Background: an optimization exercise with open tools, aiming at small area. Do not read the settings as production practice.
In this exercise RTL edits were held to simulation tests only and were not proved equivalent to the original.
The clock port is modelled as an ideal driver; clocking choices that lean on that would not hold on a real chip.
Power is estimated from default activity; no workload was simulated.

`flow/run.sh`:
```
#!/bin/bash
set -euo pipefail
HERE=$PWD
{
  echo "proc abc {args} {"
  echo "  set i [lsearch \$args -script]"
  echo "  set args [lreplace \$args [expr {\$i+1}] [expr {\$i+1}] $HERE/flow/abc_deep.script]"
  echo "  yosys abc {*}\$args"
  echo "}"
  cat synth_recipe.tcl
} > my_synth.tcl
sed "s#SYNTH_SCRIPT=[^ ]*#SYNTH_SCRIPT=$HERE/my_synth.tcl#" standard.sh > my_standard.sh
export BUFFER_PORTS_ARGS="-buffer_cell sky130_fd_sc_hd__buf_1"
export CTS_ARGS="-sink_clustering_enable -repair_clock_nets -dont_use_dummy_load -buf_list sky130_fd_sc_hd__clkbuf_4"
export POST_CTS_TCL="$HERE/flow/post_cts.tcl"
bash my_standard.sh > standard.log 2>&1
```
`flow/abc_deep.script`:
```
strash
&get -n
&deepsyn -T 120
&put
dch -f
amap -F 10 -A 30
topo
dnsize
```
`flow/post_cts.tcl`:
```
proc clkbuf_sink_slew {inst} {
  set net [get_nets -of_objects [get_pins [get_full_name $inst]/X]]
  set ws 0
  foreach p [get_pins -of_objects $net] {
    set s [get_property $p slew_max]
    if {$s > $ws} { set ws $s }
  }
  return $ws
}
proc clkbuf4s {} {
  set l {}
  foreach inst [get_cells *] {
    if {[get_property $inst ref_name] eq "sky130_fd_sc_hd__clkbuf_4"} { lappend l $inst }
  }
  return $l
}
estimate_parasitics -placement
set up 0
foreach inst [clkbuf4s] {
  set drives_buf 0
  set net [get_nets -of_objects [get_pins [get_full_name $inst]/X]]
  foreach p [get_pins -of_objects $net] {
    if {[string match *clkbuf* [get_property [get_cells -of_objects $p] ref_name]] && [get_property $p direction] eq "input"} { set drives_buf 1 }
  }
  if {$drives_buf} { replace_cell $inst sky130_fd_sc_hd__clkbuf_8; incr up }
}
estimate_parasitics -placement
foreach inst [clkbuf4s] {
  if {[clkbuf_sink_slew $inst] > 0.110} { replace_cell $inst sky130_fd_sc_hd__clkbuf_8; incr up }
}
puts "post_cts: upsized $up clock buffers"
detailed_placement
check_placement
estimate_parasitics -placement
set ws 0
foreach p [get_pins -hierarchical */CLK] { set s [get_property $p slew_max]; if {$s > $ws} {set ws $s} }
puts "post_cts: worst flip-flop clock slew $ws"
```
`standard.sh`:
```
#!/bin/bash
# synth_recipe.tcl (not shown) runs the flow's synth.tcl, then flattens the netlist and writes it again
# the make line also repeats each setting of config.mk as NAME=value (left out here)
make -C /OpenROAD-flow-scripts/flow DESIGN_CONFIG=/design/flow/config.mk WORK_HOME=/design/flow/orfs CLKGATE_MAP_FILE= SYNTH_SCRIPT=/design/flow/synth_recipe.tcl "${@:-finish}"
```
`config.mk`:
```
export PLATFORM = sky130hd
export DESIGN_NAME = kt8_core
export DESIGN_NICKNAME = kt8_core
export VERILOG_FILES = /design/flow/design.v
export SDC_FILE = /design/flow/constraint.sdc
export NUM_CORES = 4
export LEC_CHECK = 0
export ABC_AREA = 1
export CAP_MARGIN = 20
export CORE_MARGIN = 2
export CORE_UTILIZATION = 40
export SLEW_MARGIN = 20
```
`constraint.sdc`:
```
create_clock -name core_clock -period 10.0 [get_ports {clk}]
set_input_delay 2.0000 -clock core_clock [delete_from_list [all_inputs] [get_ports {clk}]]
set_output_delay 2.0000 -clock core_clock [all_outputs]
set_load 0.01 [all_outputs]
```
`design.v`:
```
module kt8_core (
    input  wire        clk,
    input  wire        rst,           
    input  wire        start,         
    input  wire [15:0] start_addr,    
    input  wire        suspend,       
    output reg         mem_req,
    output reg         mem_we,
    output reg  [15:0] mem_addr,
    output reg  [7:0]  mem_wdata,
    input  wire [7:0]  mem_rdata,
    input  wire        mem_ready,
    output wire        busy,
    output wire        halted,
    output wire        faulted,
    output wire [2:0]  fault_code,
    output wire        retire,
    output wire [15:0] pc,
    output wire [7:0]  a,
    output wire [7:0]  w,
    output wire [7:0]  x,
    output wire [7:0]  y,
    output wire [7:0]  z,
    output wire [7:0]  sp,
    output wire [7:0]  flags
);
    localparam [4:0] S_BND  = 5'b00000,   
                     S_INC  = 5'b00001,   
                     S_SHH  = 5'b00010,   
                     S_IDX  = 5'b00011,   
                     S_PCX  = 5'b00100,   
                     S_ENDP = 5'b00101,   
                     S_PSHT = 5'b00110,   
                     S_EX   = 5'b01000,   
                     S_SPX  = 5'b01001,   
                     S_OPF  = 5'b10000,   
                     S_RD1  = 5'b10001,   
                     S_RD2  = 5'b10010,   
                     S_RDM  = 5'b10011,   
                     S_WR   = 5'b10100,   
                     S_WAIT = 5'b10101,   
                     S_DSP  = 5'b10110,   
                     S_RET  = 5'b10111,   
                     S_IDLE = 5'b11000,
                     S_HALT = 5'b11110;
    localparam [2:0] F_SEGMENT = 3'd1, F_HEADER = 3'd2, F_ILLEGAL = 3'd3,
                     F_STACK   = 3'd4, F_ADDRESS = 3'd5;
    reg [4:0]  state;
    reg [3:0]  cnt;
    reg        cy;         
    reg        ph;         
    reg        ex;         
    reg        boot;       
    reg [15:0] rpc, ar;
    reg [15:0] endr;
    reg        e16;
    reg [7:0]  ra, rw, rx, ry, rz, rsp, t;
    reg [6:0]  op;
    reg  [7:0] rfl;
    wire ended = state[4] & state[3];
    assign busy       = ~ended;
    assign halted     = (state == S_HALT);
    assign faulted    = ended & (state[2:0] != 3'd0) & (state[2:1] != 2'b11);
    assign fault_code = faulted ? state[2:0] : 3'd0;
    assign retire     = (state == S_RET);
    assign pc    = rpc;
    assign a     = ra;
    assign w     = rw;
    assign x     = rx;
    assign y     = ry;
    assign z     = rz;
    assign sp    = rsp;
    assign flags = rfl;
    localparam [4:0] K_NOP = 5'd0,  K_MOV = 5'd1,  K_LD  = 5'd2,  K_ST  = 5'd3,
                     K_JMP = 5'd4,  K_JMPI= 5'd5,  K_JFN = 5'd6,  K_RET = 5'd7,
                     K_BR  = 5'd8,  K_CLC = 5'd9,  K_SEC = 5'd10, K_CLO = 5'd11,
                     K_PHS = 5'd12, K_POS = 5'd13,
                     K_CMP = 5'd16, K_AND = 5'd17, K_ORA = 5'd18, K_XOR = 5'd19,
                     K_ROL = 5'd20, K_ROR = 5'd21, K_BSR = 5'd22, K_BSL = 5'd23,
                     K_ADD = 5'd24, K_SUB = 5'd25, K_INC = 5'd26, K_DEC = 5'd27,
                     K_INR = 5'd28, K_DER = 5'd29, K_ILL = 5'd31;
    localparam [1:0] M_IMP = 2'd0, M_IMM = 2'd1, M_ABS = 2'd2, M_IDX = 2'd3;
    reg [4:0] kind;
    reg [1:0] mode;
    reg [2:0] rix;
    always @(*) begin
        kind = K_ILL;
        mode = M_IMP;
        rix  = 3'd1;
        case (op)
            7'd0:  kind = K_NOP;
            7'd1:  kind = K_MOV;
            7'd2:  begin kind = K_LD;  mode = M_ABS; rix = 3'd1; end
            7'd3:  begin kind = K_LD;  mode = M_IDX; rix = 3'd1; end
            7'd4:  begin kind = K_LD;  mode = M_IMM; rix = 3'd1; end
            7'd5:  begin kind = K_LD;  mode = M_ABS; rix = 3'd2; end
            7'd6:  begin kind = K_LD;  mode = M_IDX; rix = 3'd2; end
            7'd7:  begin kind = K_LD;  mode = M_IMM; rix = 3'd2; end
            7'd8:  begin kind = K_LD;  mode = M_ABS; rix = 3'd3; end
            7'd9:  begin kind = K_LD;  mode = M_IDX; rix = 3'd3; end
            7'd10: begin kind = K_LD;  mode = M_IMM; rix = 3'd3; end
            7'd11: begin kind = K_LD;  mode = M_ABS; rix = 3'd4; end
            7'd12: begin kind = K_LD;  mode = M_IDX; rix = 3'd4; end
            7'd13: begin kind = K_LD;  mode = M_IMM; rix = 3'd4; end
            7'd14: begin kind = K_LD;  mode = M_ABS; rix = 3'd5; end
            7'd15: begin kind = K_LD;  mode = M_IDX; rix = 3'd5; end
            7'd16: begin kind = K_LD;  mode = M_IMM; rix = 3'd5; end
            7'd17: begin kind = K_ST;  mode = M_ABS; rix = 3'd1; end
            7'd18: begin kind = K_ST;  mode = M_IDX; rix = 3'd1; end
            7'd19: begin kind = K_ST;  mode = M_ABS; rix = 3'd2; end
            7'd20: begin kind = K_ST;  mode = M_IDX; rix = 3'd2; end
            7'd21: begin kind = K_ST;  mode = M_ABS; rix = 3'd3; end
            7'd22: begin kind = K_ST;  mode = M_IDX; rix = 3'd3; end
            7'd23: begin kind = K_ST;  mode = M_ABS; rix = 3'd4; end
            7'd24: begin kind = K_ST;  mode = M_IDX; rix = 3'd4; end
            7'd25: begin kind = K_ST;  mode = M_ABS; rix = 3'd5; end
            7'd26: begin kind = K_ST;  mode = M_IDX; rix = 3'd5; end
            7'd27: kind = K_JMP;
            7'd28: kind = K_JMPI;
            7'd29: kind = K_JFN;
            7'd30: kind = K_RET;
            7'd31, 7'd32, 7'd33, 7'd34, 7'd35, 7'd36: begin kind = K_BR; rix = op[2:0]; end
            7'd37: kind = K_CLC;
            7'd38: kind = K_SEC;
            7'd39: kind = K_CLO;
            7'd40: kind = K_PHS;
            7'd41: kind = K_POS;
            7'd42: kind = K_ST;    
            7'd43: kind = K_LD;    
            7'd44: begin kind = K_CMP; mode = M_ABS; rix = 3'd1; end
            7'd45: begin kind = K_CMP; mode = M_IDX; rix = 3'd1; end
            7'd46: begin kind = K_CMP; mode = M_IMM; rix = 3'd1; end
            7'd47: begin kind = K_CMP; mode = M_ABS; rix = 3'd2; end
            7'd48: begin kind = K_CMP; mode = M_IDX; rix = 3'd2; end
            7'd49: begin kind = K_CMP; mode = M_IMM; rix = 3'd2; end
            7'd50: begin kind = K_CMP; mode = M_ABS; rix = 3'd3; end
            7'd51: begin kind = K_CMP; mode = M_IDX; rix = 3'd3; end
            7'd52: begin kind = K_CMP; mode = M_IMM; rix = 3'd3; end
            7'd53: begin kind = K_AND; mode = M_ABS; end
            7'd54: begin kind = K_AND; mode = M_IDX; end
            7'd55: begin kind = K_AND; mode = M_IMM; end
            7'd56: begin kind = K_ORA; mode = M_ABS; end
            7'd57: begin kind = K_ORA; mode = M_IDX; end
            7'd58: begin kind = K_ORA; mode = M_IMM; end
            7'd59: begin kind = K_XOR; mode = M_ABS; end
            7'd60: begin kind = K_XOR; mode = M_IDX; end
            7'd61: begin kind = K_XOR; mode = M_IMM; end
            7'd62: begin kind = K_ROL; mode = M_ABS; end
            7'd63: begin kind = K_ROL; mode = M_IMP; end
            7'd64: begin kind = K_ROR; mode = M_ABS; end
            7'd65: begin kind = K_ROR; mode = M_IMP; end
            7'd66: kind = K_BSR;
            7'd67: kind = K_BSL;
            7'd69: begin kind = K_ADD; mode = M_ABS; end
            7'd70: begin kind = K_ADD; mode = M_IDX; end
            7'd71: begin kind = K_ADD; mode = M_IMM; end
            7'd72: begin kind = K_SUB; mode = M_ABS; end
            7'd73: begin kind = K_SUB; mode = M_IDX; end
            7'd74: begin kind = K_SUB; mode = M_IMM; end
            7'd75: begin kind = K_INC; mode = M_ABS; end
            7'd76: begin kind = K_INC; mode = M_IDX; end
            7'd77: begin kind = K_DEC; mode = M_ABS; end
            7'd78: begin kind = K_DEC; mode = M_IDX; end
            7'd79: begin kind = K_INR; rix = 3'd2; end
            7'd80: begin kind = K_DER; rix = 3'd2; end
            7'd81: begin kind = K_INR; rix = 3'd3; end
            7'd82: begin kind = K_DER; rix = 3'd3; end
            default: kind = K_ILL;
        endcase
    end
    wire is_push = (op == 7'd29) || (op == 7'd40) || (op == 7'd42);    
    wire is_pop  = (op == 7'd30) || (op == 7'd41) || (op == 7'd43);    
    wire is_stk  = is_push || is_pop;
    wire memop   = mode[1];
    wire rmw     = memop && ((kind == K_ROL) || (kind == K_ROR) ||
                             (kind == K_INC) || (kind == K_DEC));
    wire sp_zero = (rsp == 8'h00);
    wire sp_full = (rsp == 8'hFF);
    wire ar_hi1  = &ar[15:1];                  
    wire mov_ok  = (ar[15:11] == 5'd0) && (ar[10:8] != 3'd0) && (ar[10:9] != 2'b11) &&
                   (ar[7:3] == 5'd0)   && (ar[2:0] != 3'd0)  && (ar[2:1] != 2'b11);
    reg br_taken;
    always @(*) begin
        case (rix)
            3'd7:    br_taken = !rfl[0];    
            3'd0:    br_taken =  rfl[0];    
            3'd1:    br_taken = !rfl[1];    
            3'd2:    br_taken =  rfl[1];    
            3'd3:    br_taken = !rfl[7];    
            default: br_taken =  rfl[7];    
        endcase
    end
    wire pass  = ~state[4];
    wire first = (cnt == 4'd0);
    wire last  = (cnt[2:0] == 3'd7) && (cnt[3] || state[3]);
    wire hsel_ar = (cnt[3] == ph);       
    wire hsel_pc = (cnt[3] == ~ph);      
    function [7:0] rf;
        input [2:0] i;
        begin
            case (i)
                3'd1:    rf = ra;
                3'd2:    rf = rw;
                3'd3:    rf = rx;
                3'd4:    rf = ry;
                default: rf = rz;
            endcase
        end
    endfunction
    wire [2:0] src_i = (kind == K_MOV) ? ar[10:8] : rix;
    wire [2:0] dst_i = (kind == K_MOV) ? ar[2:0]  : rix;
    wire [7:0] src_v = rf(src_i);
    wire [7:0] fl_v  = rfl;
    reg  u, bb, cinit;
    reg  res;
    reg  cy_n;
    wire cin  = first ? cinit : cy;
    wire sum  = u ^ bb ^ cin;
    wire cout = (u & bb) | (cin & (u ^ bb));
    reg pc_sh, ar_sh, end_sh, t_sh, sp_sh;
    reg pc_in, ar_in, end_in, t_in, sp_in;
    reg rf_sh_src, rf_sh_dst;    
    reg setnz, zacc;             
    reg last_c, last_v, last_ncmp;
    always @(*) begin
        u = 1'b0; bb = 1'b0; cinit = 1'b0; res = sum; cy_n = cout;
        pc_sh = 1'b0; ar_sh = 1'b0; end_sh = 1'b0; t_sh = 1'b0; sp_sh = 1'b0;
        pc_in = rpc[0]; ar_in = ar[0]; end_in = endr[0]; t_in = t[0]; sp_in = rsp[0];
        rf_sh_src = 1'b0; rf_sh_dst = 1'b0;
        setnz = 1'b0; zacc = 1'b0;
        last_c = 1'b0; last_v = 1'b0; last_ncmp = 1'b0;
        case (state)
            S_BND: begin
                u = rpc[0]; bb = ~endr[0]; cinit = 1'b1;
                pc_sh = 1'b1; end_sh = 1'b1;
                ar_sh = 1'b1; ar_in = rpc[0];
            end
            S_INC: begin
                u = ar[0]; cinit = 1'b1;
                ar_sh = 1'b1; ar_in = sum;
                pc_sh = boot & ~ph; pc_in = ar[0];
            end
            S_SHH: begin
                ar_sh = 1'b1; ar_in = hsel_ar ? t[0] : ar[0];
                t_sh = 1'b1; t_in = (hsel_ar && is_pop) ? 1'b0 : t[0];
            end
            S_IDX: begin
                u = ar[0]; bb = rw[0];
                ar_sh = 1'b1; ar_in = cnt[3] ? 1'b0 : sum;
            end
            S_PCX: begin
                if (kind == K_JMP || kind == K_JFN || kind == K_JMPI || kind == K_RET) begin
                    u = ar[0]; ar_sh = 1'b1;
                end else
                    u = rpc[0];
                if (kind == K_BR && br_taken) begin
                    bb = cnt[3] ? t[7] : t[0];
                    t_sh = ~cnt[3];
                end else
                    bb = (cnt[3:1] == 3'd0);
                pc_sh = 1'b1; pc_in = sum;
            end
            S_ENDP: begin
                u = rpc[0]; bb = ar[0];
                pc_sh = 1'b1; ar_sh = 1'b1;
                end_sh = 1'b1; end_in = sum;
            end
            S_SPX: begin
                u = rsp[0]; bb = ~is_pop; cinit = is_pop;
                sp_sh = 1'b1; sp_in = sum;
            end
            S_PSHT: begin
                pc_sh = 1'b1;
                t_sh = 1'b1; t_in = hsel_pc ? rpc[0] : t[0];
            end
            S_EX: begin
                case (kind)
                    K_LD: begin    
                        res = t[0]; t_sh = 1'b1; t_in = is_pop ? 1'b0 : t[0];
                        rf_sh_dst = 1'b1; setnz = 1'b1; zacc = 1'b1;
                    end
                    K_ST: begin    
                        u = src_v[0]; res = u;
                        rf_sh_src = 1'b1; t_sh = 1'b1; t_in = res;
                    end
                    K_PHS: begin
                        t_sh = 1'b1; t_in = fl_v[cnt[2:0]];
                    end
                    K_POS: begin
                        t_sh = 1'b1; t_in = 1'b0;
                    end
                    K_MOV: begin
                        u = src_v[0]; res = u;
                        rf_sh_src = 1'b1; rf_sh_dst = 1'b1; setnz = 1'b1; zacc = 1'b1;
                    end
                    K_CMP: begin
                        u = src_v[0]; bb = ~t[0]; cinit = 1'b1;
                        rf_sh_src = 1'b1; t_sh = 1'b1; zacc = 1'b1;
                        last_c = 1'b1; last_ncmp = 1'b1;
                    end
                    K_AND, K_ORA, K_XOR: begin
                        u = ra[0]; bb = t[0];
                        res = (kind == K_AND) ? (u & bb) : (kind == K_ORA) ? (u | bb) : (u ^ bb);
                        rf_sh_dst = 1'b1; t_sh = 1'b1; setnz = 1'b1; zacc = 1'b1;
                    end
                    K_ADD, K_SUB: begin
                        u = ra[0]; bb = t[0] ^ (kind == K_SUB); cinit = rfl[0];
                        rf_sh_dst = 1'b1; t_sh = 1'b1; setnz = 1'b1; zacc = 1'b1;
                        last_c = 1'b1; last_v = 1'b1;
                    end
                    K_ROL, K_BSL: begin
                        u = memop ? t[0] : ra[0];
                        cinit = (kind == K_ROL) & rfl[0];
                        res = cin; cy_n = u;
                        if (memop) begin t_sh = 1'b1; t_in = res; end
                        else rf_sh_dst = 1'b1;
                        setnz = 1'b1; zacc = (kind == K_ROL) & ~memop;
                        last_c = 1'b1;
                    end
                    K_ROR, K_BSR: begin
                        u = memop ? t[0] : ra[0];
                        res = last ? ((kind == K_ROR) & rfl[0]) : (memop ? t[1] : ra[1]);
                        cy_n = first ? u : cy;
                        if (memop) begin t_sh = 1'b1; t_in = res; end
                        else rf_sh_dst = 1'b1;
                        setnz = 1'b1; zacc = (kind == K_ROR) & ~memop;
                        last_c = 1'b1;
                    end
                    K_INC, K_DEC: begin
                        u = t[0]; bb = (kind == K_DEC); cinit = (kind == K_INC);
                        t_sh = 1'b1; t_in = res; setnz = 1'b1; zacc = 1'b1;
                    end
                    K_INR, K_DER: begin
                        u = src_v[0]; bb = (kind == K_DER); cinit = (kind == K_INR);
                        rf_sh_dst = 1'b1; setnz = 1'b1; zacc = 1'b1;
                    end
                    default: ;
                endcase
            end
            default: ;
        endcase
    end
    wire push_flt = is_push && sp_zero;
    always @(*) begin
        mem_req   = (state == S_OPF) || (state == S_RD1) || (state == S_RD2) ||
                    (state == S_RDM) || (state == S_WR && !push_flt);
        mem_we    = (state == S_WR);
        mem_addr  = (is_stk && (state == S_RDM || state == S_WR)) ? {8'h01, rsp} : ar;
        mem_wdata = t;
    end
    wire xfer = mem_req && mem_ready;
    wire start_take = start && ended;
    wire clr = rst || start_take;
    wire [5:1] rf_en, rf_dst;
    genvar gi;
    generate for (gi = 1; gi <= 5; gi = gi + 1) begin : g_rf
        assign rf_dst[gi] = rf_sh_dst && (dst_i == gi);
        assign rf_en[gi]  = rf_dst[gi] || (rf_sh_src && (src_i == gi)) ||
                            (gi == 2 && state == S_IDX && !cnt[3]);
    end endgenerate
    always @(posedge clk) begin
        if (pc_sh)  rpc  <= {pc_in, rpc[15:1]};
        if (ar_sh)  ar   <= {ar_in, ar[15:1]};
        if (end_sh) endr <= {end_in, endr[15:1]};
        if (t_sh)   t    <= {t_in, t[7:1]};
        if (sp_sh)  rsp  <= {sp_in, rsp[7:1]};
        if (rf_en[1]) ra <= {rf_dst[1] ? res : ra[0], ra[7:1]};
        if (rf_en[2]) rw <= {rf_dst[2] ? res : rw[0], rw[7:1]};
        if (rf_en[3]) rx <= {rf_dst[3] ? res : rx[0], rx[7:1]};
        if (rf_en[4]) ry <= {rf_dst[4] ? res : ry[0], ry[7:1]};
        if (rf_en[5]) rz <= {rf_dst[5] ? res : rz[0], rz[7:1]};
        if (pass) cy <= cy_n;
        cnt <= (pass && !last) ? cnt + 4'd1 : 4'd0;
        if (setnz) rfl[7] <= res;
        if (zacc)  rfl[1] <= (first ? 1'b1 : rfl[1]) & ~res;
        if (last && last_c)    rfl[0] <= cy_n;
        if (last && last_v)    rfl[6] <= cin ^ cout;
        if (last && last_ncmp) rfl[7] <= ~cout;
        if (state == S_EX && kind == K_POS && first)
            rfl <= t | 8'h20;
        case (state)
            S_WAIT: begin
                if (boot || !suspend) begin
                    if (boot && ar[15:14] == 2'b00) state <= 5'b11000 | F_SEGMENT;
                    else if (ar_hi1)                state <= 5'b11000 | F_ADDRESS;
                    else                            state <= S_OPF;
                end
            end
            S_BND: if (last) state <= (cout && !e16) ? S_HALT : S_WAIT;
            S_OPF: if (xfer) begin
                op <= mem_rdata[6:0];
                ph <= 1'b0;
                ex <= 1'b0;
                if (boot ? (mem_rdata != 8'h7F) : mem_rdata[7])
                    state <= 5'b11000 | (boot ? F_HEADER : F_ILLEGAL);
                else
                    state <= S_INC;
            end
            S_INC: if (last) state <= ph ? S_RD2 : S_RD1;
            S_RD1: if (xfer) begin t <= mem_rdata; ph <= 1'b1; state <= S_INC; end
            S_RD2: if (xfer) begin ar[7:0] <= mem_rdata; state <= S_SHH; end
            S_SHH: if (last) state <= (ex && is_pop) ? S_WR :
                                      (mode == M_IDX && !boot) ? S_IDX : S_DSP;
            S_IDX: if (last) state <= S_DSP;
            S_DSP: begin
                ph <= 1'b0;
                ex <= 1'b1;
                if (boot) state <= S_PCX;
                else if (kind == K_ILL || (kind == K_MOV && !mov_ok))
                    state <= 5'b11000 | F_ILLEGAL;
                else if (is_pop)
                    state <= sp_full ? (5'b11000 | F_STACK) : S_SPX;
                else case (kind)
                    K_JMPI: begin
                        if (ex) state <= S_PCX;
                        else if (ar_hi1 && ar[0]) state <= 5'b11000 | F_ADDRESS;
                        else state <= S_RD1;
                    end
                    K_NOP, K_JMP, K_BR: state <= S_PCX;
                    K_CLC: begin rfl[0] <= 1'b0; state <= S_PCX; end
                    K_SEC: begin rfl[0] <= 1'b1; state <= S_PCX; end
                    K_CLO: begin rfl[6] <= 1'b0; state <= S_PCX; end
                    K_JFN: state <= S_PSHT;
                    default: state <= (memop && kind != K_ST) ? S_RDM : S_EX;
                endcase
            end
            S_RDM: if (xfer) begin
                t <= mem_rdata;
                state <= (kind == K_RET) ? S_SHH : S_EX;
            end
            S_EX: if (last) state <= (kind == K_ST || rmw || is_stk) ? S_WR : S_PCX;
            S_WR: begin
                if (push_flt) state <= 5'b11000 | F_STACK;
                else if (xfer) begin
                    if (is_push) state <= S_SPX;
                    else if (kind == K_RET && !ph) begin
                        ph <= 1'b1;
                        state <= sp_full ? (5'b11000 | F_STACK) : S_SPX;
                    end else state <= S_PCX;
                end
            end
            S_SPX: if (last) begin
                if (is_pop) state <= S_RDM;
                else if (kind == K_JFN && !ph) begin ph <= 1'b1; state <= S_PSHT; end
                else state <= S_PCX;
            end
            S_PSHT: if (last) state <= S_WR;
            S_PCX: if (last) begin
                if (boot) begin e16 <= cout; state <= S_ENDP; end
                else state <= S_RET;
            end
            S_ENDP: if (last) begin e16 <= e16 | cout; boot <= 1'b0; state <= S_BND; end
            S_RET: state <= S_BND;
            default: begin    
                if (start) begin
                    ar   <= start_addr;
                    boot <= 1'b1;
                    state <= S_WAIT;
                end
            end
        endcase
        if (clr) begin
            rpc <= 16'h0000;
            ra <= 8'h00; rw <= 8'h00; rx <= 8'h00; ry <= 8'h00; rz <= 8'h00;
            rsp <= 8'hFF;
            rfl <= 8'h24;
        end
        if (rst) state <= S_IDLE;
    end
endmodule
```
==> impl_metrics.tcl, run 1 <==
set metrics [dict create \
    outcome "timing/DRC/antenna clean" \
    ant_nets 0 \
    leakage_uw 0.00241 \
    coreArea_mm2 0.0165 \
    path_buf_inv 4 \
    drtIter0Drc 946 \
    die_h_um 134 \
    min_to "endr[7]$_DFFE_PP_" \
    cpPeakStageDelay_ns 0.64 \
    vdd_drop_max_v 0.000120 \
    drv_slew 0 \
    portBuffers 132 \
    reg2reg_from "op[2]$_DFFE_PP_" \
    grt_usage_pct 29.1 \
    rr_endpoint "t[7]$_DFF_P_" \
    synthCells 826 \
    setup_viol_count_final 0 \
    intPower_uw 945 \
    gp_congestion 1.00 \
    worst_hold_path_type "flop to flop" \
    initial_core_util_pct 40.8 \
    drt-wirelength-per-cell_um 21.8 \
    yosys_warnings 1 \
    drt_wl_total_um 26200 \
    rsz0062_at_grt "no" \
    antenna_found_initial 0 \
    yosysSeqAreaShare_pct 43.5 \
    insertion_delay_ns 0.43 \
    synth_commonest_cells "clkinv_1, dfxtp_1, nor2_1, o22ai_1, o21ai_0" \
    seq_area_mm2 0.00292 \
    clock.fmax_mhz 140 \
    die-area_mm2 0.0178 \
    vias_per_cell 6.20 \
    hp-start "endr[8]$_DFFE_PP_" \
    antenna_cells 0 \
    synth_edf_count 28 \
    finalClockSkew_ns 0.0247 \
    multiInputGateArea_mm2 0.00325 \
    dpl.cell_count 1186 \
    min_period_ns 7.13 \
    ys_ff_latch 132 \
    tightest_slew_ns 0.991 \
    synth-async-reset-ratio_pct 0 \
    synth_area_mm2 0.00671 \
    period_share_pct 71.3 \
    switching_share_pct 46.4 \
    reg2regPathDepth 27 \
    syn_area_per_cell_um2 8.13 \
    yosysUniqueCellTypes 49 \
    ff2ff_setup_slack_ns 2.87 \
    drc 0 \
    n_fill_cell 1734 \
    placementRows 47 \
    synthFlopType "dfxtp_1" \
    synthTopCellsByArea "dfxtp_1, edfxtp_1, clkinv_1, o22ai_1, nor2_1" \
    hold_viol_final 0 \
    p_comb_share_pct 42.1 \
    endpoint_kind "flop" \
    fin_setup_tns_ns 0 \
    drive_above_1_share_pct 3.05 \
    synth_fp_nets 861 \
    hpwl_um 20000 \
    grt_overflow 0 \
    slowest_stage "edfxtp_1" \
    cp-start-kind "flop" \
    crit_required_ns 10.31 \
    cp_data_arrival_time_ns 7.44 \
    cp_top_family "compound AO/OA/AOI/OAI gates" \
    syn2layout_area_growth_pct 15.4 \
    critical_path_class "flop to flop" \
    pwr_density_cell_mw_per_mm2 228 \
    num_vias 7453 \
    synth_top_area_share_pct 31.0 \
    maxSlewHeadroom_pct 33.4 \
    maxCapViolCount 0 \
    final_cells 1203 \
    yosysMostFrequentCell "clkinv_1" \
    tritoncts "yes" \
    io-pin-count 134 \
    die_x_um 134 \
    worstPathMaxFanout 14 \
    grt_max_degree 37 \
    clock_sinks 132 \
    drt_pass1_iterations 6 \
    synth_top_area_cell "dfxtp_1" \
    grt_pass1_wl_um 39800 \
    grt_pass1_vias 6993 \
    totalPowerFinal_uw 1760 \
    p_seq_share_pct 41.5 \
    clk_pin_slew_ns 0.10 \
    min_path_cells 0 \
    nets 1020 \
    whs_ns 0.427 \
    p_clk_share_pct 16.4 \
    p_switching_uw 818 \
]
==> cells by family (layout without fill, tap and decap cells) <==
family	count (synthesis)	after routing	synth area share, %
simple gates	245	245	16.4
other cells	1	1	0.0559
buf+inv	154	311	8.67
flops	132	132	43.5
compound gates	288	288	30.1
fa+ha+maj	6	6	1.23
==> layout make-up <==
| type | instances | share of cell area [%] |
|---|---|---|
| Multi-Input combinational cell | 540 | 41.9 |
| Sequential cell | 132 | 37.7 |
| Inverter | 153 | 7.41 |
| Timing Repair Buffer | 141 | 7.27 |
| Tap cell | 220 | 3.55 |
| Clock buffer | 17 | 2.13 |
==> registers in the layout, indices dropped and copies added (netlist names) <==
| register | cells |
|---|---|
| cy | 1 |
| state | 5 |
| ra | 8 |
| endr | 16 |
| rpc | 16 |
| rsp | 8 |
| rw | 8 |
| rx | 8 |
| rz | 8 |
| rfl | 7 |
| e16 | 1 |
| ry | 8 |
| ph | 1 |
| ar | 16 |
| boot | 1 |
| ex | 1 |
| op | 7 |
| cnt | 4 |
| t | 8 |
==> through the flow <==
| step | util, % | instance area [um2] | worst slack [ns] |
|---|---|---|---|
| 2_1_floorplan | - | 6710 | 4.68 |
| 3_3_place_gp | 46.0 | 7570 | 3.34 |
| 3_5_place_dp | 46.0 | 7580 | 3.20 |
| 5_1_grt | 47.0 | 7750 | 2.37 |
| 6_report | 47.0 | 7750 | 2.87 |
==> power groups by stage <==
stage	Combinational [uW]	Sequential, uW	Clock [uW]
after global placement	733	740	0
after global routing	808	738	310
final	743	731	289
after floorplan	463	704	0
after detailed placement	719	736	0
==> worst max-delay path by stage <==
stage / startpoint / end / cells past startpoint
after floorplan: op[2]$_DFFE_PP_ / state[3]$_SDFFE_PP1P_ / 25
after global placement: op[0]$_DFFE_PP_ / t[7]$_DFF_P_ / 28
after detailed placement: op[2]$_DFFE_PP_ / t[7]$_DFF_P_ / 27
after global routing: op[2]$_DFFE_PP_ / t[7]$_DFF_P_ / 27
final: op[2]$_DFFE_PP_ / t[7]$_DFF_P_ / 27
==> layer usage <==
metal	vias up	part of all wire [%]	global-route usage, %
met5	-	0	0
met4	0	5.3	16.0
met3	99	9.2	7.95
met2	432	44	45.4
met1	3489	41	36.6
li1	3433	-	-
==> placed cells by master, fill, tap and decap left out, drive strengths merged, types with 5 or more instances in the layout <==
| cell type | n |
|---|---|
| a221oi | 6 |
| o32ai | 8 |
| o22a | 10 |
| a31oi | 16 |
| nor4 | 15 |
| o21ai | 59 |
| edfxtp | 28 |
| o221ai | 11 |
| clkbuf | 17 |
| nor3 | 25 |
| dfxtp | 104 |
| nor2b | 5 |
| o21a | 7 |
| buf | 141 |
| o22ai | 65 |
| or3 | 7 |
| a22oi | 6 |
| nand3 | 14 |
| clkinv | 153 |
| nand4 | 7 |
| nor2 | 104 |
| a21oi | 30 |
| a32o | 22 |
| nand2 | 54 |
| or2 | 5 |
| a222oi | 16 |
| ha | 5 |
==> run 2, diff against run 1 <==
--- a/design.v
+++ b/design.v
@@ -29,3 +29,2 @@
                      S_SHH  = 5'b00010,   
-                     S_IDX  = 5'b00011,   
                      S_PCX  = 5'b00100,   
@@ -197,2 +196,3 @@
     wire hsel_pc = (cnt[3] == ~ph);      
+    wire idxm    = (mode == M_IDX) && !ex && !boot;
     function [7:0] rf;
@@ -243,8 +243,6 @@
             S_SHH: begin
-                ar_sh = 1'b1; ar_in = hsel_ar ? t[0] : ar[0];
-                t_sh = 1'b1; t_in = (hsel_ar && is_pop) ? 1'b0 : t[0];
-            end
-            S_IDX: begin
                 u = ar[0]; bb = rw[0];
-                ar_sh = 1'b1; ar_in = cnt[3] ? 1'b0 : sum;
+                ar_sh = 1'b1;
+                ar_in = hsel_ar ? (idxm ? 1'b0 : t[0]) : (idxm ? sum : ar[0]);
+                t_sh = 1'b1; t_in = (hsel_ar && is_pop) ? 1'b0 : t[0];
             end
@@ -358,3 +356,3 @@
         assign rf_en[gi]  = rf_dst[gi] || (rf_sh_src && (src_i == gi)) ||
-                            (gi == 2 && state == S_IDX && !cnt[3]);
+                            (gi == 2 && state == S_SHH && idxm && !cnt[3]);
     end endgenerate
@@ -401,5 +399,3 @@
             S_RD2: if (xfer) begin ar[7:0] <= mem_rdata; state <= S_SHH; end
-            S_SHH: if (last) state <= (ex && is_pop) ? S_WR :
-                                      (mode == M_IDX && !boot) ? S_IDX : S_DSP;
-            S_IDX: if (last) state <= S_DSP;
+            S_SHH: if (last) state <= (ex && is_pop) ? S_WR : S_DSP;
             S_DSP: begin
--- a/config.mk
+++ b/config.mk
@@ -11,2 +11,3 @@
 export CORE_UTILIZATION = 40
+export PLACE_DENSITY = 0.8
 export SLEW_MARGIN = 20
==> run 2 against run 1 <==
First-iteration DRC count shrank 0.32%. Routed wire length shrank 7.8%. Clock power shrank about 10%. Fmax grew 19%. Sequential cell count is the same. Synthesized cell count grew 0.61%. Sequential share of layout area grew 0.57 points. Still clean on timing, DRC and antenna. Final cell count grew 0.17%. Combinational power shrank 4.8%. Worst hold slack lost 0.011 ns. Global-route usage shrank 1.9 points. Critical path type unchanged.
==> impl_metrics.tcl, run 2 <==
set metrics [dict create \
    outcome "timing/DRC/antenna clean" \
    num_vias 7295 \
    ys_ff_latch 132 \
    worst_hold_path_type "flop to flop" \
    synthFlopType "dfxtp_1" \
    yosys_warnings 1 \
    grt_usage_pct 27.2 \
    yosysSeqAreaShare_pct 43.9 \
    ant_nets 0 \
    vias_per_cell 6.05 \
    final_cell_mix "clkinv_1, buf_1, nor2_1" \
    yosysUniqueCellTypes 47 \
    ff2ff_setup_slack_ns 3.99 \
    synthXorXnorAreaFrac_pct 0 \
    grt_overflow 0 \
    synth_top_family_by_area "compound AO/OA/AOI/OAI gates" \
    io-pin-count 134 \
    worstPathMaxFanout 10 \
    placed_cell_area_mm2 0.00747 \
    hpwl_um 18900 \
    drt_pass1_iterations 8 \
    portBuffers 132 \
    syn_area_per_cell_um2 8.01 \
    largest_registers "ar (16), endr (16), rpc (16)" \
    synth_commonest_cells "clkinv_1, nor2_1, dfxtp_1, o22ai_1, o21ai_0" \
    clk_pin_slew_ns 0.08 \
    fin_setup_tns_ns 0 \
    syn2layout_area_growth_pct 14.7 \
    clock.fmax_mhz 166 \
    tritoncts "yes" \
    setup_viol_count_final 0 \
    slowest_stage "edfxtp_1" \
    cp-startpoint "op[0]$_DFFE_PP_" \
    synth_top_area_share_pct 31.3 \
    grt_max_degree 29 \
    antenna_found_initial 0 \
    tightest_slew_ns 1.01 \
    clock_sinks 132 \
    period_share_pct 60.1 \
    vdd_drop_max_v 0.000150 \
    maxSlewHeadroom_pct 32.0 \
    leakage_uw 0.00241 \
    synth_edf_count 28 \
    cp-start-kind "flop" \
    min_period_ns 6.01 \
    crit_required_ns 10.28 \
    synth_fp_nets 866 \
    synth-async-reset-ratio_pct 0 \
    coreArea_mm2 0.0164 \
    cp_data_arrival_time_ns 6.29 \
    fin_area_mm2 0.00763 \
    die_x_um 133 \
    rr_endpoint "t[7]$_DFF_P_" \
    synthTopCellsByArea "dfxtp_1, edfxtp_1, clkinv_1, o22ai_1, nor2_1" \
    drive_above_1_share_pct 2.64 \
    critical_path_class "flop to flop" \
    synthCells 831 \
    insertion_delay_ns 0.43 \
    yosysMostFrequentCell "clkinv_1" \
    maxCapViolCount 0 \
    cp_top_family "compound AO/OA/AOI/OAI gates" \
    nets 1022 \
    rsz0062_at_grt "no" \
    crit_cells 29 \
    reg2regPathDepth 29 \
    pwr_density_cell_mw_per_mm2 219 \
    totalPowerFinal_uw 1670 \
    path_buf_inv 6 \
    synth_compound_area_share_pct 28.4 \
    synth_area_mm2 0.00666 \
    endpoint_kind "flop" \
    hold_viol_final 0 \
    post-route-util_pct 46.5 \
    drc 0 \
    cpPeakStageDelay_ns 0.60 \
    grt_pass1_wl_um 37500 \
    synth_top_area_cell "dfxtp_1" \
    path_common_cell "clkinv_1" \
    drv_slew 0 \
    initial_core_util_pct 40.6 \
    final_common_cell "clkinv_1" \
    drt_wl_total_um 24200 \
    synth-simple-area-share_pct 17.0 \
    antenna_cells 0 \
    synth_fa_ha_area_share_pct 1.24 \
    gp_congestion 1.03 \
    drtIter0Drc 943 \
    synthMuxAreaShare_pct 0 \
    crit_path_end "t[7]$_DFF_P_" \
    min_path_cells 0 \
    drt-wirelength-per-cell_um 20.1 \
    finalClockSkew_ns 0.0401 \
    placementRows 47 \
    die-area_mm2 0.0177 \
    reg2reg_from "op[0]$_DFFE_PP_" \
    grt_pass1_vias 6732 \
    die_h_um 133 \
]
[run 2: worst min path at each step]
stage,start,to
detailed placement,endr[1]$_DFFE_PP_,endr[0]$_DFFE_PP_
finish,endr[8]$_DFFE_PP_,endr[7]$_DFFE_PP_
global placement,endr[9]$_DFFE_PP_,endr[8]$_DFFE_PP_
floorplan,endr[1]$_DFFE_PP_,endr[0]$_DFFE_PP_
global route,endr[8]$_DFFE_PP_,endr[7]$_DFFE_PP_
[run 2: metal layers]
| layer | share of wire, % | track usage (%) | vias to the layer above |
|---|---|---|---|
| met5 | 0 | 0 | - |
| met1 | 41 | 35.2 | 3392 |
| met2 | 45 | 43.4 | 400 |
| met4 | 4.9 | 13.0 | 0 |
| met3 | 8.8 | 5.67 | 94 |
| li1 | - | - | 3409 |
[run 2: final cells by class]
type                            instances  area [um2]
Multi-Input combinational cell        534        3120
Fill cell                            1674        8780
Tap cell                              220         275
Sequential cell                       132        2920
Timing Repair Buffer                  138         541
Inverter                              164         616
Clock buffer                           17         153
[run 2: logic make-up after synthesis]
| group | Yosys count |
|---|---|
| other cells | 1 |
| simple gates | 254 |
| fa+ha+maj | 6 |
| flops | 132 |
| buf+inv | 165 |
| compound gates | 273 |
[run 2: report_power, final]
part | internal, uW | leakage (uW) | switching [uW]
clock network | 95.9 | 0.0000886 | 165
registers | 618 | 0.00110 | 88.2
logic | 202 | 0.00123 | 504
[run 2: per-stage QoR]
stage | worst slack [ns] | cells | hold slack (ns)
after global routing | 3.34 | 1205 | 0.422
after global placement | 4.32 | 1188 | 0.403
after detailed placement | 4.30 | 1188 | 0.405
final | 3.99 | 1205 | 0.415
after floorplan | 5.22 | 831 | 0.400
==> run 3, diff against run 2 <==
--- a/config.mk
+++ b/config.mk
@@ -11,3 +11,2 @@
 export CORE_UTILIZATION = 40
-export PLACE_DENSITY = 0.8
 export SLEW_MARGIN = 20
==> run 3 against run 2 <==
Sequential share of layout area hardly changed. Fmax is 1.7% lower. Global-route usage is 0.51 points higher. Final area hardly changed. Via count is 1.5% lower. Die area stayed put. Count of clock-buffer cells in the layout stayed put. Clock power is 7% higher. Highest routed layer is now met5. First-iteration DRC count is 8.5% lower. Synthesized cell count stayed put. Register-to-register slack worse by 0.10 ns.
==> impl_metrics.tcl, run 3 <==
set metrics [dict create \
    outcome "timing/DRC/antenna clean" \
    p_seq_share_pct 41.6 \
    synth-async-reset-ratio_pct 0 \
    yosysSeqAreaShare_pct 43.9 \
    vdd_drop_max_v 0.000177 \
    drtIter0Drc 863 \
    initial_core_util_pct 40.6 \
    antenna_cells 0 \
    maxCapViolCount 0 \
    synthFlopType "dfxtp_1" \
    p_clk_share_pct 16.4 \
    synth-simple-area-share_pct 17.0 \
    gp_congestion 1.02 \
    tritoncts "yes" \
    synth_top_area_cell "dfxtp_1" \
    grt_overflow 0 \
    final_common_cell "clkinv_1" \
    grt_pass1_wl_um 37800 \
    placementRows 47 \
    clk_pin_slew_ns 0.11 \
    io-pin-count 134 \
    hold_viol_final 0 \
    ant_nets 0 \
    tightest_slew_ns 1.09 \
    intPower_uw 924 \
    critical_path_class "flop to flop" \
    pwr_density_cell_mw_per_mm2 222 \
    grt_max_degree 29 \
    hpwl_um 19300 \
    synth_edf_count 28 \
    syn_area_per_cell_um2 8.01 \
    largest_registers "ar (16), endr (16), rpc (16)" \
    switching_share_pct 45.4 \
    pre_cts_ws_ns 4.17 \
    cpPeakStageDelay_ns 0.58 \
    crit_required_ns 10.32 \
    leakage_uw 0.00241 \
    coreArea_mm2 0.0164 \
    final_cell_mix "clkinv_1, buf_1, nor2_1" \
    antenna_found_initial 1 \
    num_vias 7185 \
    finalClockSkew_ns 0.0359 \
    rsz0062_at_grt "no" \
    synth_top_area_share_pct 31.3 \
    grt_usage_pct 27.7 \
    path_common_cell "clkinv_1" \
    worst_hold_path_type "flop to flop" \
    drc 0 \
    drt_pass1_iterations 7 \
    synth_area_mm2 0.00666 \
    endpoint_kind "flop" \
    fin_area_mm2 0.00763 \
    hp-start "endr[5]$_DFFE_PP_" \
    maxSlewHeadroom_pct 27.1 \
    synth_fp_nets 866 \
    portBuffers 132 \
    synth_top_family_by_area "compound AO/OA/AOI/OAI gates" \
    nets 1020 \
    fin_ws_ns 3.89 \
    synth_fa_ha_area_share_pct 1.24 \
    cp-startpoint "op[0]$_DFFE_PP_" \
    p_switching_uw 768 \
    period_share_pct 61.1 \
    synthCells 831 \
    cp_data_arrival_time_ns 6.43 \
    drive_above_1_share_pct 2.54 \
    synth_commonest_cells "clkinv_1, nor2_1, dfxtp_1, o22ai_1, o21ai_0" \
    cp-start-kind "flop" \
    die_h_um 133 \
    placed_cell_area_mm2 0.00746 \
    yosys_warnings 1 \
    clock.fmax_mhz 164 \
    drt-wirelength-per-cell_um 20.4 \
    whs_ns 0.394 \
    slowest_stage "edfxtp_1" \
    yosysMostFrequentCell "clkinv_1" \
    insertion_delay_ns 0.44 \
    synth_compound_area_share_pct 28.4 \
    drt_wl_total_um 24500 \
    min_period_ns 6.11 \
    die_x_um 133 \
    p_comb_share_pct 41.9 \
    synthXorXnorAreaFrac_pct 0 \
    setup_viol_count_final 0 \
    reg2reg_from "op[0]$_DFFE_PP_" \
    die-area_mm2 0.0177 \
    synthTopCellsByArea "dfxtp_1, edfxtp_1, clkinv_1, o22ai_1, nor2_1" \
    fin_setup_tns_ns 0 \
    drv_slew 0 \
    vias_per_cell 5.97 \
    worstPathMaxFanout 10 \
    yosysUniqueCellTypes 47 \
    grt_pass1_vias 6652 \
    ys_ff_latch 132 \
    syn2layout_area_growth_pct 14.7 \
    synthMuxAreaShare_pct 0 \
    clock_sinks 132 \
]
## run 3: routing by layer
metal  part of all wire [%]  GRT usage, %  wire (um)  up-vias
li1                       -             -          -     3399
met4                    4.4          13.4       1080        2
met3                    7.3          5.63       1790       71
met5                  0.045             0         11        -
met2                     45          42.9      10900      341
met1                     44          37.0      10700     3372
## run 3: stage by stage
stage,cells,total power (uW),utilization [%]
after detailed placement,1186,1400,45.5
final,1203,1690,46.5
after global placement,1186,1410,45.5
after floorplan,831,1140,-
after global routing,1203,1790,46.5
## run 3: path summary, 6_finish.rpt
| path | slack (ns) | endpoint | cells past startpoint |
|---|---|---|---|
| max | 3.89 | t[7]$_DFF_P_ | 29 |
| min | 0.39 | endr[4]$_DFFE_PP_ | 0 |
| max reg2reg | 3.89 | t[7]$_DFF_P_ | 29 |
| min reg2reg | 0.39 | endr[4]$_DFFE_PP_ | 0 |
## run 3: cell type report
cell class                 count  area [um2]
fill                        1743        8770
tap                          220         275
timing repair buffer         136         526
sequential                   132        2920
multi-input combinational    534        3130
inverter                     164         616
clock buffer                  17         165
## run 3: power groups by stage
stage,Sequential [uW],Clock [uW],Combinational (uW)
final,704,278,710
after global routing,712,307,770
after detailed placement,714,0,691
after global placement,714,0,699
after floorplan,687,0,452
## run 3: cells by family after synthesis
| family | count (synthesis) |
|---|---|
| adders and majority gates | 6 |
| other | 1 |
| and+or+nand+nor | 254 |
| buffers and inverters | 165 |
| AOI/OAI and AO/OA | 273 |
| DFF | 132 |
## run 3: critical path, delay by kind of cell (launching register included)
kind / cells / cell delay (ns)
compound gates: 16 / 2.83
buf+inv: 6 / 1.11
simple gates: 6 / 0.93
flops: 1 / 0.58
fa+ha+maj: 1 / 0.54
==> run 4, diff against run 3 <==
--- a/config.mk
+++ b/config.mk
@@ -10,3 +10,3 @@
 export CORE_MARGIN = 2
-export CORE_UTILIZATION = 40
+export CORE_UTILIZATION = 50
 export SLEW_MARGIN = 20
==> run 4 against run 3 <==
Worst setup slack got worse by 0.32 ns. Largest power group is now registers. Critical path type unchanged. Area after synthesis did not move. Highest routed layer is now met4. Non-clock buffer count did not move. Still clean.
==> impl_metrics.tcl, run 4 <==
set metrics [dict create \
    grt_max_degree 29 \
    placed_cell_area_mm2 0.00740 \
    worst_hold_path_type "flop to flop" \
    final_common_cell "clkinv_1" \
    fin_area_mm2 0.00755 \
    grt_overflow 0 \
    drt_wl_total_um 25100 \
    clk_pin_slew_ns 0.11 \
    final_cell_mix "clkinv_1, buf_1, nor2_1" \
    drive_above_1_share_pct 2.44 \
    syn2layout_area_growth_pct 13.5 \
    maxSlewHeadroom_pct 34.3 \
    n_fill_cell 1239 \
    drv_slew 0 \
    seq_area_mm2 0.00292 \
    die_x_um 119 \
    clock_sinks 132 \
    nets 1020 \
    vdd_drop_max_v 0.000149 \
    cp-start-kind "flop" \
    dpl.cell_count 1142 \
    worstPathMaxFanout 10 \
    cp_data_arrival_time_ns 6.75 \
    finalClockSkew_ns 0.0385 \
    multiInputGateArea_mm2 0.00312 \
    synth-async-reset-ratio_pct 0 \
    min_period_ns 6.43 \
    tritoncts "yes" \
    outcome "timing/DRC/antenna clean" \
    ys_ff_latch 132 \
    yosysSeqAreaShare_pct 43.9 \
    die-area_mm2 0.0142 \
    reg2regPathDepth 26 \
    pwr_density_cell_mw_per_mm2 221 \
    synth_commonest_cells "clkinv_1, nor2_1, dfxtp_1, o22ai_1, o21ai_0" \
    reg2reg_from "op[0]$_DFFE_PP_" \
    initial_core_util_pct 50.7 \
    critical_path_class "flop to flop" \
    post-route-util_pct 57.5 \
    hold_viol_final 0 \
    period_share_pct 64.3 \
    hp-start "endr[5]$_DFFE_PP_" \
    hpwl_um 19400 \
    yosys_warnings 1 \
    drtIter0Drc 1027 \
    antenna_found_initial 0 \
    synthCells 831 \
    leakage_uw 0.00240 \
    min_path_cells 0 \
    rr_endpoint "t[7]$_DFF_P_" \
    rsz0062_at_grt "no" \
    io-pin-count 134 \
    fin_setup_tns_ns 0 \
    num_vias 7580 \
    placementRows 42 \
    whs_ns 0.406 \
    synth_area_mm2 0.00666 \
    final_cells 1159 \
    syn_area_per_cell_um2 8.01 \
    clock.fmax_mhz 156 \
    coreArea_mm2 0.0131 \
    drt_pass1_iterations 9 \
    synthTopCellsByArea "dfxtp_1, edfxtp_1, clkinv_1, o22ai_1, nor2_1" \
    drc 0 \
    insertion_delay_ns 0.43 \
    synth_fp_nets 866 \
    tightest_slew_ns 0.976 \
    antenna_cells 0 \
    largest_registers "ar (16), endr (16), rpc (16)" \
    grt_usage_pct 34.9 \
    die_h_um 119 \
    synth_top_area_cell "dfxtp_1" \
    portBuffers 132 \
    grt_pass1_vias 7014 \
    drt-wirelength-per-cell_um 21.6 \
    yosysMostFrequentCell "clkinv_1" \
    ff2ff_setup_slack_ns 3.57 \
    endpoint_kind "flop" \
    vias_per_cell 6.54 \
    ant_nets 0 \
    synth_top_area_share_pct 31.3 \
    grt_pass1_wl_um 38200 \
    synthFlopType "dfxtp_1" \
    gp_congestion 1.01 \
    setup_viol_count_final 0 \
    maxCapViolCount 0 \
    min_to "endr[4]$_DFFE_PP_" \
    crit_required_ns 10.32 \
    yosysUniqueCellTypes 47 \
    synth_edf_count 28 \
]
[run 4: cell counts after synthesis]
Identical to the previous run, type by type.
[run 4: report_power, final]
part           internal [uW]  total [uW]  leakage (uW)  switching, uW
sequential               618         708       0.00110           90.4
clock                   91.7         259     0.0000860            168
combinational            202         704       0.00121            502
[run 4: layout make-up]
cell class,count,share of cell area (%)
Clock buffer,17,1.94
Inverter,164,8.15
Multi-Input combinational cell,534,41.4
Sequential cell,132,38.7
Tap cell,176,2.91
Timing Repair Buffer,136,6.96
[run 4: critical path, cell delays in order (launching register included)]
cell and delay (ns):
edfxtp_1 0.64, clkinv_1 0.30, nor2_1 0.26, nor2_1 0.12, nor2_1 0.23, clkinv_1 0.14
o32a_1 0.33, nor2_1 0.31, o311ai_0 0.36, o21ai_0 0.27, clkinv_1 0.23, nor2_1 0.22
clkinv_1 0.13, o21ai_0 0.21, o22ai_1 0.17, a31oi_1 0.22, nor2_1 0.07, o21ai_0 0.16
a21oi_1 0.08, fa_1 0.56, clkinv_1 0.18, nand2_1 0.09, o311ai_0 0.13, a211oi_1 0.28
o21ai_0 0.13, a222oi_1 0.36, clkinv_1 0.10
[run 4: worst max path at each step]
stage / startpoint / endpoint / slack, ns / cells past startpoint
after floorplan: op[1]$_DFFE_PP_ / t[7]$_DFF_P_ / 5.22 / 26
after global placement: op[1]$_DFFE_PP_ / t[7]$_DFF_P_ / 4.24 / 29
after detailed placement: op[0]$_DFFE_PP_ / t[7]$_DFF_P_ / 4.00 / 26
after global routing: op[0]$_DFFE_PP_ / rfl[1]$_SDFFE_PP0P_ / 3.23 / 27
final: op[0]$_DFFE_PP_ / t[7]$_DFF_P_ / 3.57 / 26
[run 4: metrics by stage]
| step | total power (uW) | setup WS, ns |
|---|---|---|
| after global routing | 1750 | 3.23 |
| after detailed placement | 1390 | 4.00 |
| after floorplan | 1140 | 5.22 |
| final | 1670 | 3.57 |
| after global placement | 1380 | 4.24 |
[run 4: logic make-up (layout without fill, tap and decap cells)]
group / Yosys count / after routing / synth area share [%]
other: 1 / 1 / 0.0563
buffers and inverters: 165 / 317 / 9.36
and+or+nand+nor: 254 / 254 / 17.0
DFF: 132 / 132 / 43.9
adders and majority gates: 6 / 6 / 1.24
AOI/OAI and AO/OA: 273 / 273 / 28.4
[run 4: metal layers]
| layer | up-vias | track usage, % | wire length, um |
|---|---|---|---|
| li1 | 3398 | - | - |
| met1 | 3502 | 43.3 | 9540 |
| met2 | 558 | 56.0 | 11500 |
| met3 | 122 | 8.67 | 2610 |
| met4 | 0 | 18.4 | 1440 |
| met5 | - | 0 | 0 |
==> run 5, diff against run 4 <==
--- a/config.mk
+++ b/config.mk
@@ -10,3 +10,3 @@
 export CORE_MARGIN = 2
-export CORE_UTILIZATION = 50
+export CORE_UTILIZATION = 55
 export SLEW_MARGIN = 20
==> run 5 against run 4 <==
Fmax grew 4.0%. Clock power hardly changed. Highest routed layer is now met5. Utilization up 5.6 points. Sequential cell count unchanged. Critical path type unchanged. Still clean. Via count rose by 1.2%. Combinational power about the same.
==> impl_metrics.tcl, run 5 <==
set metrics [dict create \
    worstPathMaxFanout 10 \
    route.met2.wl_um 10900 \
    drt_pass1_iterations 9 \
    critical_path_class "flop to flop" \
    synth_area_mm2 0.00666 \
    tritoncts "yes" \
    antenna_found_initial 1 \
    outcome "timing/DRC/antenna clean" \
    wl_met3_um 2960 \
    initial_core_util_pct 55.9 \
    syn2layout_area_growth_pct 12.9 \
    cp-start-kind "flop" \
    period_share_pct 61.8 \
    crit_required_ns 10.32 \
    drive_above_1_share_pct 2.34 \
    vdd_drop_max_v 0.000208 \
    drv_slew 0 \
    synth_edf_count 28 \
    grt_pass1_wl_um 37800 \
    maxSlewHeadroom_pct 33.9 \
    rsz0062_at_grt "no" \
    endpoint_kind "flop" \
    drt-wirelength-per-cell_um 21.8 \
    placementRows 40 \
    leakage_uw 0.00240 \
    antenna_cells 0 \
    synth_top_area_share_pct 31.3 \
    worst_hold_path_type "flop to flop" \
    cp_data_arrival_time_ns 6.50 \
    maxCapViolCount 0 \
    synth_fp_nets 866 \
    pwr_density_cell_mw_per_mm2 223 \
    clock.fmax_mhz 162 \
    seq_area_mm2 0.00292 \
    drc 0 \
    clock_sinks 132 \
    final_common_cell "clkinv_1" \
    ys_ff_latch 132 \
    setup_viol_count_final 0 \
    cpPeakStageDelay_ns 0.60 \
    insertion_delay_ns 0.43 \
    die-area_mm2 0.0130 \
    synth_commonest_cells "clkinv_1, nor2_1, dfxtp_1, o22ai_1, o21ai_0" \
    yosysUniqueCellTypes 47 \
    ant_nets 0 \
    synthCells 831 \
    path_cells "clkinv_1 -> nor2_1 -> nor2_1 -> nor2_1 -> clkinv_1 -> o32a_1 -> nor2_1 -> o311ai_0 -> o21ai_0 -> clkinv_1 -> nor2_1 -> clkinv_1 -> o21ai_0 -> o22ai_1 -> a31oi_1 -> nor2_1 -> o21ai_0 -> a21oi_1 -> fa_1 -> clkinv_1 -> o32ai_1 -> clkinv_1 -> and3_1 -> o32ai_1" \
    final_cell_mix "clkinv_1, buf_1, nor2_1" \
    synthFlopType "dfxtp_1" \
    n_fill_cell 1062 \
    yosys_warnings 1 \
    grt_pass1_vias 7067 \
    fin_setup_tns_ns 0 \
    die_x_um 114 \
    grt_usage_pct 38.0 \
    tightest_slew_ns 0.983 \
    vias_per_cell 6.79 \
    io-pin-count 134 \
    post-route-util_pct 63.1 \
    hpwl_um 19000 \
    grt_overflow 0 \
    synth-async-reset-ratio_pct 0 \
    nets 1020 \
    die_h_um 114 \
    drtIter0Drc 1027 \
    min_period_ns 6.18 \
    gp_congestion 1.08 \
    top_layer "met5" \
    yosysMostFrequentCell "clkinv_1" \
    finalClockSkew_ns 0.0347 \
    coreArea_mm2 0.0119 \
    multiInputGateArea_mm2 0.00312 \
    largest_registers "ar (16), endr (16), rpc (16)" \
    num_vias 7668 \
    hold_viol_final 0 \
    yosysSeqAreaShare_pct 43.9 \
    met1_length_um 9040 \
    synthTopCellsByArea "dfxtp_1, edfxtp_1, clkinv_1, o22ai_1, nor2_1" \
    syn_area_per_cell_um2 8.01 \
    synth_top_area_cell "dfxtp_1" \
    drt_wl_total_um 24700 \
    grt_max_degree 29 \
    slowest_stage "edfxtp_1" \
    portBuffers 132 \
    clk_pin_slew_ns 0.10 \
]
## run 5: through the flow
step / hold slack [ns] / total power [uW] / cell area (um2) / setup slack (ns) / std cells
floorplan: 0.400 / 1140 / 6660 / 5.22 / 831
global placement: 0.404 / 1380 / 7370 / 4.34 / 1113
detailed placement: 0.405 / 1380 / 7370 / 4.14 / 1113
global route: 0.411 / 1750 / 7510 / 3.33 / 1130
finish: 0.402 / 1670 / 7510 / 3.82 / 1130
## run 5: path summary, 6_finish.rpt
kind	cells past startpoint	to	start	slack [ns]
setup / recovery	24	rfl[1]$_SDFFE_PP0P_	op[0]$_DFFE_PP_	3.82
hold / removal	0	endr[3]$_DFFE_PP_	endr[4]$_DFFE_PP_	0.40
setup reg to reg	24	rfl[1]$_SDFFE_PP0P_	op[0]$_DFFE_PP_	3.82
hold reg to reg	0	endr[3]$_DFFE_PP_	endr[4]$_DFFE_PP_	0.40
## run 5: critical path, delay by kind of cell, from the launching register on
kind                     cells  cell delay [ns]
AND/OR/NAND/NOR              7             1.38
buffers and inverters        6             1.26
AO/OA/AOI/OAI               10             2.27
flip-flops                   1             0.60
adder cells (fa/ha/maj)      1             0.55
## run 5: power breakdown
group / leakage [uW] / internal [uW] / total, uW / switching, uW
Clock: 0.0000860 / 91.7 / 259 / 167
Combinational: 0.00121 / 201 / 703 / 502
Sequential: 0.00110 / 618 / 711 / 93.2
## run 5: final cells by class
cell class	count	share of cell area [%]
Tap cell	147	2.45
Multi-Input combinational cell	534	41.5
Clock buffer	17	1.95
Timing Repair Buffer	136	7.00
Sequential cell	132	38.9
Inverter	164	8.19
## run 5: kinds of logic after synthesis
group | synth area share, %
buf+inv | 9.36
other cells | 0.0563
compound gates | 28.4
flops | 43.9
simple gates | 17.0
fa+ha+maj | 1.24
## run 5: layer usage
layer / GRT usage (%) / vias up
li1: - / 3374
met1: 47.2 / 3472
met2: 58.7 / 655
met3: 10.1 / 165
met4: 24.1 / 2
met5: 0 / -

==> what the ideal ports hide <==
Ports are ideal in the flow. The routed layouts listed here were re-timed in OpenROAD. Step 1: set_driving_cell puts a clkbuf_16 on clk and a buf_2 on each other input, an assumption about the parent block. Step 2 adds t to the input delays and takes it off the output delays; t is the mean of the earliest and latest rising clock arrival at the registers after step 1. Input paths then give back, and output paths get back, about the clock's delay inside the block. a / b / c = ideal ports / drivers / drivers and shift; a / b = the first two.
| run | t (ns) | setup slack, ns | hold WS [ns] | worst setup path at the end | slew at the worst register clock pin (ns) |
|---|---|---|---|---|---|
| run 1 | 0.458 | 2.869 / 2.869 / 2.869 | 0.427 / 0.427 / 0.427 | register to register | 0.10 / 0.10 |
| run 2 | 0.447 | 3.991 / 3.991 / 3.991 | 0.415 / 0.415 / 0.415 | register to register | 0.11 / 0.11 |
| run 3 | 0.465 | 3.888 / 3.887 / 3.887 | 0.394 / 0.394 / 0.394 | register to register | 0.11 / 0.11 |
| run 4 | 0.452 | 3.570 / 3.570 / 3.570 | 0.406 / 0.406 / 0.406 | register to register | 0.11 / 0.11 |
| run 5 | 0.454 | 3.820 / 3.820 / 3.820 | 0.402 / 0.402 / 0.402 | register to register | 0.11 / 0.11 |
After both steps setup and hold are still met in every run listed. For run 3, which loses most, drivers alone change the setup slack by -0.001 ns; drivers and shift together by -0.001 ns.
